What follows belongs to an exercise in optimizing a design on an open flow for small area; a production flow would make more cautious choices.
Only simulation tests tie the RTL to the original design; equivalence was not proved.

Design vmstack_core, start of the top module:
module vmstack_core (
    input  wire        clk,
    input  wire        rst,           
    input  wire        start,         
    input  wire [8:0]  img_len,       
    output wire        mem_req,
    output wire        mem_we,
    output wire [7:0]  mem_addr,
    output wire [31:0] mem_wdata,
    input  wire        mem_ack,
    input  wire [31:0] mem_rdata,
    output wire [1:0]  run,
    output wire [2:0]  fcause,
    output wire [8:0]  pc,
    output wire [8:0]  sp,
    output wire [31:0] result,
    output wire        result_valid,
    output wire        trace_valid,
    output wire [8:0]  trace_pc,
    output wire [2:0]  trace_op,
    output wire [31:0] trace_tos,
    output wire        trace_tos_valid
);
Settings: LEC_CHECK=0, ABC_AREA=1, CAP_MARGIN=20, CORE_MARGIN=2, CORE_UTILIZATION=40, CTS_BUF_LIST=sky130_fd_sc_hd__clkbuf_8, SLEW_MARGIN=20; clock period 10.0 ns.
standard.sh (not shown) runs the stock make flow with config.mk's settings and CLKGATE_MAP_FILE= SYNTH_SCRIPT=/design/flow/synth_recipe.tcl, a recipe that flattens the netlist after the stock synthesis.
==> flow/flow/run.sh <==
#!/bin/bash
# The standard layout (standard.sh, the standard flow's own ORFS run) with three changes:
#  - synthesis maps the combinational logic with a stronger area-oriented
#    ABC script (deepsyn, then choice computation and &nf area recovery).
#    The synthesis script is the standard flow's synth_recipe.tcl, sourced unchanged after
#    a wrapper that swaps the script abc is given; the flip-flop mapping runs
#    before abc, so the registers are the standard synthesis's;
#  - the port buffers that global placement inserts use the smallest buffer;
#  - clock tree synthesis inserts no dummy loads.
# Each ORFS step writes its own log under orfs/logs; the make output goes to
# flow.log in this folder.
set -euo pipefail
W=$(pwd)
cat > "$W/abc_area_deep.script" <<'ABC'
&get -n
&st
&deepsyn -T 30
&dch -f
&nf -R 1000
&st
&dch -f
&nf -R 1000
&put
topo
dnsize -c
ABC
cat > "$W/deep_synth.tcl" <<TCL
proc abc {args} {
  set i [lsearch \$args -script]
  if { \$i >= 0 } { set args [lreplace \$args [expr {\$i+1}] [expr {\$i+1}] $W/abc_area_deep.script] }
  yosys abc {*}\$args
}
source $W/synth_recipe.tcl
TCL
export BUFFER_PORTS_ARGS="-buffer_cell sky130_fd_sc_hd__buf_1"
export CTS_ARGS="-sink_clustering_enable -repair_clock_nets -buf_list sky130_fd_sc_hd__clkbuf_8 -dont_use_dummy_load"
bash standard.sh SYNTH_SCRIPT="$W/deep_synth.tcl" finish > flow.log 2>&1
Edit:
--- a/flow/design.v
+++ b/flow/design.v
@@ -67,47 +67,49 @@
     wire lastl = o_long & idx[5] & ~idx[3] & ~idx[2] & i3;
     wire trace = o_long ? idx[5] & idx[3] : i3;
     wire wfin  = o_long ? hi & i3 : (i2 & ~o_halt);
     wire wpass = wfin | o_long & (lo4 & i1 | hi & i1);
     wire ldp   = o_long & lo4 & i2;                  
     wire xfer  = o_long & hi & i0;
     wire sgnp  = o_long & hi & i2;
     wire wr    = wpass & (slice == 3'd0);
-    reg       rd, yen, sub, rev;
+    reg       rd, yen, sub, rev, cin0;
     reg [1:0] asel, xsel;
     wire [1:0] ci = ~idx[1:0];                        
     wire       head = (ci == 2'd0) ? b0[7] : (ci == 2'd1) ? b1[7] :
                       (ci == 2'd2) ? b2[7] : b3[7];
     always @(*) begin
-        rd = 1'b0; yen = 1'b0; sub = 1'b0; rev = 1'b0;
+        rd = 1'b0; yen = 1'b0; sub = 1'b0; rev = 1'b0; cin0 = 1'b0;
         asel = A_SPP; xsel = X_T;
         if (wpass) begin
             asel = (o_push) ? A_SPM : A_SPP;
         end else if (lo4 & i0) begin
             rd = 1'b1; yen = 1'b1; xsel = X_0;
             asel = o_push ? A_PC : o_long ? A_SPP : A_SP;
             sub  = o_sub | (o_div & mem_rdata[31]);
+            cin0 = sub;
         end else if (o_as & i1) begin
             rd = 1'b1; yen = 1'b1;
         end else if (ldp) begin
             rd = 1'b1; yen = 1'b1; xsel = X_0; rev = 1'b1;
         end else if (o_long & lo4 & i3) begin
             xsel = X_0;
         end else if (loop) begin
             rd = 1'b1; asel = A_SP; xsel = X_2T;
             yen = o_mul ? head : 1'b1;
             sub = o_div & ~(g ^ mem_rdata[31]);
+            cin0 = sub;
         end else if (xfer) begin
             xsel = o_div ? X_B : X_T;
         end else if (sgnp) begin
-            rd = 1'b1; yen = 1'b1; xsel = X_0; rev = o_div; sub = o_div & qneg;
-        end
-    end
-    wire divzero = o_div & xfer & (slice == 3'd0) & b3[7] & b2[7];
+            rd = 1'b1; yen = 1'b1; xsel = X_0; rev = o_div; sub = o_div & ~qneg; cin0 = o_div & qneg;
+        end
+    end
+    wire divzero = o_div & xfer & (slice == 3'd0) & ~b3[7] & ~b2[7];
     wire       pc_ok = (pco != len);    
     assign mem_req = fetch ? pc_ok : ex & ~trace & (rd | wr);
     assign mem_we  = ~fetch & wr;
     wire [6:0] spa = spr + {{6{asel == A_SPM}}, asel != A_SP};
     assign mem_addr = (fetch | asel == A_PC) ? pcv[7:0] : {1'b0, spa};
     assign trace_valid = ex & trace;
     wire [2:0] ysel = rev ? ~slice : slice;
     reg  [3:0] ylane;
@@ -130,21 +132,21 @@
     always @(*) begin
         case (xsel)
             X_0:  xv = 4'd0;
             X_T:  xv = T[3:0];
             X_2T: xv = {T[2:0], sin};
             default: xv = {b3[7], b2[7], b1[7], b0[7]};
         endcase
     end
-    wire       cin = (slice == 3'd0) ? sub : cy;
+    wire       cin = (slice == 3'd0) ? cin0 : cy;
     wire [4:0] s   = {1'b0, xv} + {1'b0, yy} + {4'd0, cin};
     wire adv   = ex & ~trace & ~divzero & (~(rd | wr) | mem_ack);
     wire pass_done = adv & (slice == 3'd7);
-    wire q = ~s[3];
+    wire q = s[3];                     
     wire shall = adv & (ldp | xfer);
     wire shone = pass_done & loop;
     always @(posedge clk) begin
         if (adv) begin
             T    <= {s[3:0], T[31:4]};
             sbit <= T[3];
             cy   <= s[4];
         end
The changed run finished clean.
Worst hold slack gets worse by 0.014 ns.
Core utilization fell by 0.13 points.
Final area stays flat.
Synthesized cell count decreases by 0.93%.
Via count decreases by 2.1%.
Worst setup slack degrades by 0.47 ns.

==> what the ideal ports hide <==
No port has a modelled driver above. Below, the same layouts with a new extraction and two added sets of constraints.
Step 1 (the two cells are an assumption about what drives the block):
set clk [get_ports {clk}]
set_driving_cell -lib_cell sky130_fd_sc_hd__clkbuf_16 $clk
set_driving_cell -lib_cell sky130_fd_sc_hd__buf_2 [delete_from_list [all_inputs] $clk]
Step 2, shift: input delay + t, output delay - t, t = (earliest + latest rising clock arrival at the registers) / 2. This alone moves slack from input paths to output paths.
Slacks: ideal / step 1 / step 2; pairs: ideal / step 1.
run | shift t [ns] | slack for setup (ns) | clock arrival spread, ns
the first run | 0.398 | 4.365 / 4.326 / 4.724 | 0.042 / 0.042
the second run | 0.394 | 3.894 / 3.860 / 4.254 | 0.046 / 0.046
After both steps every run listed still meets setup and hold.
